Context: an optimization exercise on an open-source flow, tuned for small area, a short achievable clock period and few clock cycles. The choices shown serve that exercise and are no tape-out recipe.
Function was checked by simulation only, so behaviour that the tests miss may differ from the original.
Power figures rest on the tool's default switching activity, not on a simulated workload.

===== design.v =====
module crc16_byte (
    input  wire [15:0] crc,
    input  wire [7:0]  din,
    output wire [15:0] nxt
);
    wire [7:0] x = crc[15:8] ^ din;
    wire [7:0] y = x ^ {4'd0, x[7:4]};
    assign nxt = {crc[7:0], 8'd0} ^ {y[3:0], 12'd0} ^ {3'd0, y, 5'd0} ^ {8'd0, y};
endmodule
module od_client (
    input  wire        clk,
    input  wire        rst,
    input  wire        cmd_valid,
    output wire        cmd_ready,
    input  wire        cmd_write,
    input  wire [15:0] cmd_idx,
    input  wire [7:0]  cmd_sub,
    input  wire [2:0]  cmd_wid,
    input  wire        cmd_sgn,
    input  wire [31:0] cmd_val,
    input  wire [31:0] cmd_tmo,
    output reg         tx_valid,
    output reg  [7:0]  tx_data,
    output reg         tx_last,
    input  wire        tx_ready,
    input  wire        txr_valid,
    input  wire        txr_ok,
    output reg         txr_ready,
    input  wire        rx_valid,
    input  wire [7:0]  rx_data,
    output reg         rx_ready,
    input  wire        tick,
    output reg         res_valid,
    output reg  [3:0]  res_kind,
    output reg  [2:0]  res_cause,
    output reg  [31:0] res_info,
    output reg  [31:0] res_val,
    input  wire        res_ready
);
    localparam [7:0] START    = 8'h7E;
    localparam [7:0] ESC      = 8'h7D;
    localparam [7:0] OP_READ  = 8'h01;
    localparam [7:0] OP_WRITE = 8'h02;
    localparam [3:0] K_OK = 4'd0, K_FRAME = 4'd1, K_TIMEOUT = 4'd2,
                     K_PROTO = 4'd3, K_DEVICE = 4'd4, K_WRFAIL = 4'd9,
                     K_CMD = 4'd10;
    localparam [2:0] FE_MARKER = 3'd1, FE_TRUNC = 3'd2, FE_CRC = 3'd4;
    localparam [2:0] PE_OPCODE = 3'd1, PE_SHAPE = 3'd2, PE_WIDTH = 3'd3;
    localparam [2:0] CE_OPERAND = 3'd3;
    localparam [2:0] R_START = 3'd0, R_OPC = 3'd1, R_LEN = 3'd2,
                     R_PAY = 3'd3, R_CLO = 3'd4, R_CHI = 3'd5;
    reg        busy;         
    reg        txing;        
    reg        txend;        
    reg        wr;
    reg [2:0]  wid;
    reg        sgn;
    reg [31:0] tmr;
    reg [3:0]  k;            
    reg        escp;         
    reg [2:0]  rph;
    reg        escf;
    reg        rxany;
    reg [7:0]  rem;          
    reg        opc_bad;
    reg        len_short;
    reg        len_bad;
    reg        lo_ok;
    reg [15:0] crc;
    assign cmd_ready = !busy && !res_valid;
    wire cmd_take = cmd_valid && cmd_ready;
    wire cmd_bad  = !((cmd_wid == 3'd1) || (cmd_wid == 3'd2) || (cmd_wid == 3'd4)) ||
                    (cmd_tmo == 32'd0);
    wire [7:0] req_op  = wr ? OP_WRITE : OP_READ;
    wire [7:0] req_len = wr ? (8'd3 + {5'd0, wid}) : 8'd3;
    wire [3:0] body_n  = req_len[3:0] + 4'd2;
    wire       k_body  = (k < body_n);
    wire       k_crclo = (k == body_n);
    reg [7:0] cur;
    always @(*) begin
        if (k == 4'd0)      cur = req_op;
        else if (k == 4'd1) cur = req_len;
        else if (k_body)    cur = res_info[7:0];
        else if (k_crclo)   cur = crc[7:0];
        else                cur = crc[15:8];
    end
    wire cur_res = (cur == START) || (cur == ESC);
    wire tx_adv  = txing && (!tx_valid || tx_ready);
    wire tx_cont = tx_adv && (escp || !cur_res);    
    wire tx_done = txend && tx_valid && tx_ready;   
    wire rx_take    = rx_valid && rx_ready;
    wire rx_content = (rph != R_START) && (escf || (rx_data != ESC));
    wire rx_body    = rx_content && ((rph == R_OPC) || (rph == R_LEN) || (rph == R_PAY));
    wire pay_a      = rx_content && (rph == R_PAY) && !k[3] && !k[2];
    wire pay_b      = rx_content && (rph == R_PAY) && !k[3] && k[2];
    wire [15:0] crc_nxt;
    crc16_byte u_crc (.crc(crc), .din(rx_ready ? rx_data : cur), .nxt(crc_nxt));
    wire crc_ok = lo_ok && (crc[15:8] == rx_data);
    reg [31:0] read_val;
    always @(*) begin
        case (wid)
        3'd1:    read_val = {{24{sgn & res_val[31]}}, res_val[31:24]};
        3'd2:    read_val = {{16{sgn & res_val[31]}}, res_val[31:16]};
        default: read_val = res_val;
        endcase
    end
    reg [3:0] end_kind;
    reg [2:0] end_cause;
    always @(*) begin
        end_kind = K_OK; end_cause = 3'd0;
        if (!crc_ok)                 begin end_kind = K_FRAME;  end_cause = FE_CRC;    end
        else if (opc_bad)            begin end_kind = K_PROTO;  end_cause = PE_OPCODE; end
        else if (len_short)          begin end_kind = K_PROTO;  end_cause = PE_SHAPE;  end
        else if (res_info != 32'd0)  begin end_kind = K_DEVICE; end_cause = 3'd0;      end
        else if (len_bad)            begin end_kind = K_PROTO;  end_cause = wr ? PE_SHAPE : PE_WIDTH; end
    end
    task finish(input [3:0] kind, input [2:0] cause, input keep_info, input keep_val);
        begin
            res_valid <= 1'b1;
            res_kind  <= kind;
            res_cause <= cause;
            res_info  <= keep_info ? res_info : 32'd0;
            res_val   <= keep_val ? read_val : 32'd0;
            busy      <= 1'b0;
            rx_ready  <= 1'b0;
        end
    endtask
    always @(posedge clk) begin
        if (rst) begin
            busy      <= 1'b0;
            txing     <= 1'b0;
            txend     <= 1'b0;
            tx_valid  <= 1'b0;
            txr_ready <= 1'b0;
            rx_ready  <= 1'b0;
            res_valid <= 1'b0;
        end else begin
            if (res_valid && res_ready) res_valid <= 1'b0;
            if (cmd_take) begin
                if (cmd_bad) begin
                    finish(K_CMD, CE_OPERAND, 1'b0, 1'b0);
                end else begin
                    busy     <= 1'b1;
                    txing    <= 1'b1;
                    wr       <= cmd_write;
                    wid      <= cmd_wid;
                    sgn      <= cmd_sgn;
                    tmr      <= cmd_tmo;
                    res_info <= {cmd_val[7:0], cmd_sub, cmd_idx};
                    res_val  <= {8'd0, cmd_val[31:8]};
                    k        <= 4'd0;
                    escp     <= 1'b0;
                    crc      <= 16'd0;
                    tx_valid <= 1'b1;
                    tx_data  <= START;
                    tx_last  <= 1'b0;
                end
            end
            if (tx_adv) begin
                tx_valid <= 1'b1;
                if (!escp && cur_res) begin
                    tx_data <= ESC;
                    escp    <= 1'b1;
                end else begin
                    tx_data <= cur;
                    escp    <= 1'b0;
                    k       <= k + 4'd1;
                    if (k_body) crc <= crc_nxt;
                    if (k_body && k >= 4'd2) begin
                        res_info <= {res_val[7:0], res_info[31:8]};
                        res_val  <= {8'd0, res_val[31:8]};
                    end
                    if (!k_body && !k_crclo) begin
                        tx_last <= 1'b1;
                        txing   <= 1'b0;
                        txend   <= 1'b1;
                    end
                end
            end else if (tx_valid && tx_ready) begin
                tx_valid <= 1'b0;
            end
            if (tx_done) begin
                txend     <= 1'b0;
                txr_ready <= 1'b1;
            end
            if (txr_valid && txr_ready) begin
                txr_ready <= 1'b0;
                if (txr_ok) begin
                    rx_ready <= 1'b1;
                    rph      <= R_START;
                    escf     <= 1'b0;
                    rxany    <= 1'b0;
                end else begin
                    finish(K_WRFAIL, 3'd0, 1'b0, 1'b0);
                end
            end
            if (rx_take) begin
                rxany <= 1'b1;
                if (rph == R_START) begin
                    if (rx_data == START) begin
                        rph  <= R_OPC;
                        crc  <= 16'd0;
                        escf <= 1'b0;
                    end else begin
                        finish(K_FRAME, FE_MARKER, 1'b0, 1'b0);
                    end
                end else begin
                    escf <= !escf && (rx_data == ESC);
                    if (rx_body) crc <= crc_nxt;
                    if (pay_a) res_info <= {rx_data, res_info[31:8]};
                    if (pay_b) res_val  <= {rx_data, res_val[31:8]};
                    if (rx_content) begin
                        case (rph)
                        R_OPC: begin
                            opc_bad <= (rx_data != req_op);
                            rph     <= R_LEN;
                        end
                        R_LEN: begin
                            rem       <= rx_data;
                            k         <= 4'd0;
                            len_short <= (rx_data < 8'd4);
                            len_bad   <= (rx_data != (wr ? 8'd4 : 8'd4 + {5'd0, wid}));
                            rph       <= (rx_data == 8'd0) ? R_CLO : R_PAY;
                        end
                        R_PAY: begin
                            rem <= rem - 8'd1;
                            if (!k[3]) k <= k + 4'd1;
                            if (rem == 8'd1) rph <= R_CLO;
                        end
                        R_CLO: begin
                            lo_ok <= (crc[7:0] == rx_data);
                            rph   <= R_CHI;
                        end
                        default: begin
                            finish(end_kind, end_cause, end_kind == K_DEVICE,
                                   end_kind == K_OK && !wr);
                        end
                        endcase
                    end
                end
            end else if (rx_ready && tick) begin
                tmr <= tmr - 32'd1;
                if (tmr == 32'd1) begin
                    if (rxany) finish(K_FRAME, FE_TRUNC, 1'b0, 1'b0);
                    else       finish(K_TIMEOUT, 3'd0, 1'b0, 1'b0);
                end
            end
        end
    end
endmodule

===== constraint.sdc =====
create_clock -name core_clock -period 5.0 [get_ports {clk}]
set_input_delay 1.0000 -clock core_clock [delete_from_list [all_inputs] [get_ports {clk}]]
set_output_delay 1.0000 -clock core_clock [all_outputs]
set_load 0.01 [all_outputs]

===== run.sh =====
#!/bin/bash
# synth_recipe.tcl (not shown) runs the flow's synth.tcl, then flattens the netlist and writes it again
# the make line also repeats each setting of config.mk as NAME=value (left out here)
make -C /OpenROAD-flow-scripts/flow DESIGN_CONFIG=/design/flow/config.mk WORK_HOME=/design/flow/orfs CLKGATE_MAP_FILE= SYNTH_SCRIPT=/design/flow/synth_recipe.tcl finish

===== config.mk =====
export PLATFORM = sky130hd
export DESIGN_NAME = od_client
export DESIGN_NICKNAME = od_client
export VERILOG_FILES = /design/flow/design.v
export SDC_FILE = /design/flow/constraint.sdc
export NUM_CORES = 4
export LEC_CHECK = 0
export CAP_MARGIN = 20
export CORE_MARGIN = 2
export CORE_UTILIZATION = 40
export SLEW_MARGIN = 20

==> notes.md <==
-- cell usage in the layout, fill, tap and decap left out, types with 21 or more instances in the layout --
master           Yosys  routed
nand3_1             30      30
nand2_1            180     180
nor3_1              31      31
a21oi_1            120     119
inv_1               22      21
o21ai_0            173     173
clkdlybuf4s50_1      0     194
buf_4                5      43
and3_1              37      37
nor2_1              94      93
edfxtp_1           155     155
a211oi_1            34      34
nor4_1              28      28
xnor2_1             30      30
-- path summary, 6_finish.rpt --
path	startpoint	end	slack (ps)	depth (start not counted)
worst max register to register	wid[1]	res_val[20]	310	17
worst max-delay path	wid[1]	res_val[20]	310	17
worst min-delay path	txing	tx_valid	490	2
worst min register to register	txing	tx_valid	490	2
-- cell type report --
class,instances,area [um2]
tap,384,480
clock inverter,14,145
timing repair buffer,239,2300
fill,2744,14100
inverter,22,82.6
sequential,162,4790
clock buffer,17,425
multi-input combinational,1082,6520
-- sequential cells by signal, summed over array words and instances (netlist names), 3 cells and up --
name	flops
res_val	32
tx_data	8
rem	8
res_kind	4
crc	16
tmr	32
res_info	32
wid	3
k	4
res_cause	3
rph	3
-- power by group through the flow --
stage          registers [uW]  logic (uW)  clock network [uW]
2_1_floorplan            1870         799                   0
3_3_place_gp             1950        1270                   0
3_5_place_dp             1940        1280                   0
4_1_cts                  1910        1290                1340
5_1_grt                  1940        1430                1390
6_report                 1920        1300                1340
-- stage by stage --
step	instances	total power (uW)	setup WS (ps)
final	1920	4560	312
after floorplan	1371	2670	613
after detailed placement	1889	3230	267
after global routing	1920	4760	80.7
after CTS	1920	4550	250
after global placement	1889	3210	388
-- what timing repair did --
| action | in CTS | in global routing |
|---|---|---|
| hold buffers | 0 | 0 |
| resized for setup | 0 | 2 |
| endpoints found under the setup margin | 0 | 22 |
-- cell families after synthesis --
group                    count (synthesis)
AND/OR/NAND/NOR                        498
XOR/XNOR                                46
adder cells (fa/ha/maj)                 16
AO/OA/AOI/OAI                          502
buffers and inverters                  127
flip-flops                             162
multiplexers                            20
-- critical path, stage by stage (launching register included) --
cell	delay (ps)
edfxtp_1	410
inv_1	100
ha_1	200
xnor2_1	130
and2_1	160
ha_1	200
xor2_1	160
ha_1	330
and2_1	160
nor2_1	340
nand2_1	170
o311ai_2	430
xnor2_1	230
a211o_1	430
nor2_4	340
buf_4	270
nor2_1	70
a211o_1	270
-- per-layer routing --
layer / global-route usage (%) / wire [um] / vias up
li1: - / - / 5537
met1: 37.8 / 18500 / 5650
met2: 42.8 / 19500 / 564
met3: 6.08 / 3580 / 72
met4: 7.30 / 974 / 0
met5: 0 / 0 / -
==> notes.md <==
Clock transition at path regs=70 ps; WL final=42500 um; number of global-route vias before repair=11200; Clk Latency, worst-skew pair=440 ps; RSZ-0062 raised after global routing=false; Sinks on Clock Net=162; synthesized cell area=11800 um2; Worst Hold Class=flip-flop to flip-flop; sequential area share after synthesis=about two fifths; XOR/XNOR share of the synthesized area=around 3.5%; CTS tree=yes; PortBufs=just under 200; postcts setup bufs=0; Routability Congestion=0.952; critical path capture point type=flip-flop; Pins Over Slew Limit=0; Die Span X=176 um; layout cells sized above 1=7.42%; Die Y=176 um; ANT nets after route=0; Via density=6.16; Max Clock Skew=19.1 ps; post-route cell area=roughly 15000 um2; minimum clock period=4690 ps; outcome=timing/DRC/antenna clean; Synth Flop Type=edfxtp_1; Synth Register Bits=162; pin count of the biggest net entering global routing=75; Sw Pwr=1550 uW; drt initial violations=1289; fin nets=1650; Lkg Pwr=about 0.0052 uW; mean post-synth cell area=8.60 um2; post-synthesis mux area share=1.73%; Max-Cap Viols=0; CP arrival=4870 ps; PD cells=just over 300 nW/um2; most area-consuming cells after synthesis=edfxtp_1, o21ai_0, nand2_1; Compound-Gate Fraction of Synth Area=27.1%; sw frac=33.9%; Synth Area in Simple Gates=20.9%; Total GRT Usage=27.2%; grt total ovfl=0; Initial Util=about two fifths; Clock Root Buffer=clkbuf_16; Tcrit/Tclk final=between 90% and 100%; Synth async-reset ratio=0%; Final Core Density=51.1%; top-area cell type share of the netlist area=39.5%; first-pass GRT wire length=65600 um; top cell type by total area after synthesis=edfxtp_1; antenna fix cells=0; DP Wirelength=29400 um; synth warn=1; Final Hold Vio Count=0; worst endpoint required time=5180 ps; H-tree depth=4; full die area=roughly 31000 um2; vias post-DR=11823; max frequency=roughly 0.21 GHz; Crit Path Category=flip-flop to flip-flop; Synth cell types=83; placed cell area=14200 um2; Clk pwr share=a little under 30%; Final Hold Slack=just under 500 ps; Syn-to-layout area delta=25.1%; post-DR wirelength/cell=22.1 um; initial antenna violation count=0; relative slew slack=34.3%; DR pass1 iterations=5; core area=roughly 29000 um2; sequential share of power=42.1%; Pint=roughly 3000 uW; worst-path fanout max=11; clock buffer depth=2; # setup viols final=0; most common library cells after synthesis=nand2_1, o21ai_0, edfxtp_1; Post-synth EDFFs=155; I/O pin total=roughly 200; Peak VDD IR=about 170 uV; Post-Syn Instances=1371; Worst setup SP type=flip-flop; Logic pwr share=28.6%; syn_nets=1497; adder-cell share of the synthesized area=1.70%; most frequent cell after synthesis=nand2_1; row count=62; DR DRC count=0; worst-margin pin slew=979 ps; largest family of logic cells by synthesized area=compound AO/OA/AOI/OAI gates; Setup TNS=0 ps; CTS Buf Count=17
Testbench counts, summed over its fixed seeds: cycles 7,284.

[re-timing with driven ports]
No port has a modelled driver above. Below, the same layout with a new extraction and two added sets of constraints.
Step 1 sets driving cells, clkbuf_16 on the clock port and buf_2 on the other inputs (assumed; they add their load-dependent delay and slew).
Step 2 also shifts input and output timing later by t, the mid clock arrival at the registers, as if the neighbouring blocks saw the same clock.
Slacks: ideal ports / drivers / drivers and shift; pairs: ideal ports / drivers.
t (ns): 0.486
slack for setup (ns): 0.312 / 0.312 / 0.312
worst setup path after step 2: register to register
After both steps this run still meets setup and hold. For this run, drivers alone change the setup slack by 0.000 ns; drivers and shift together by 0.000 ns.
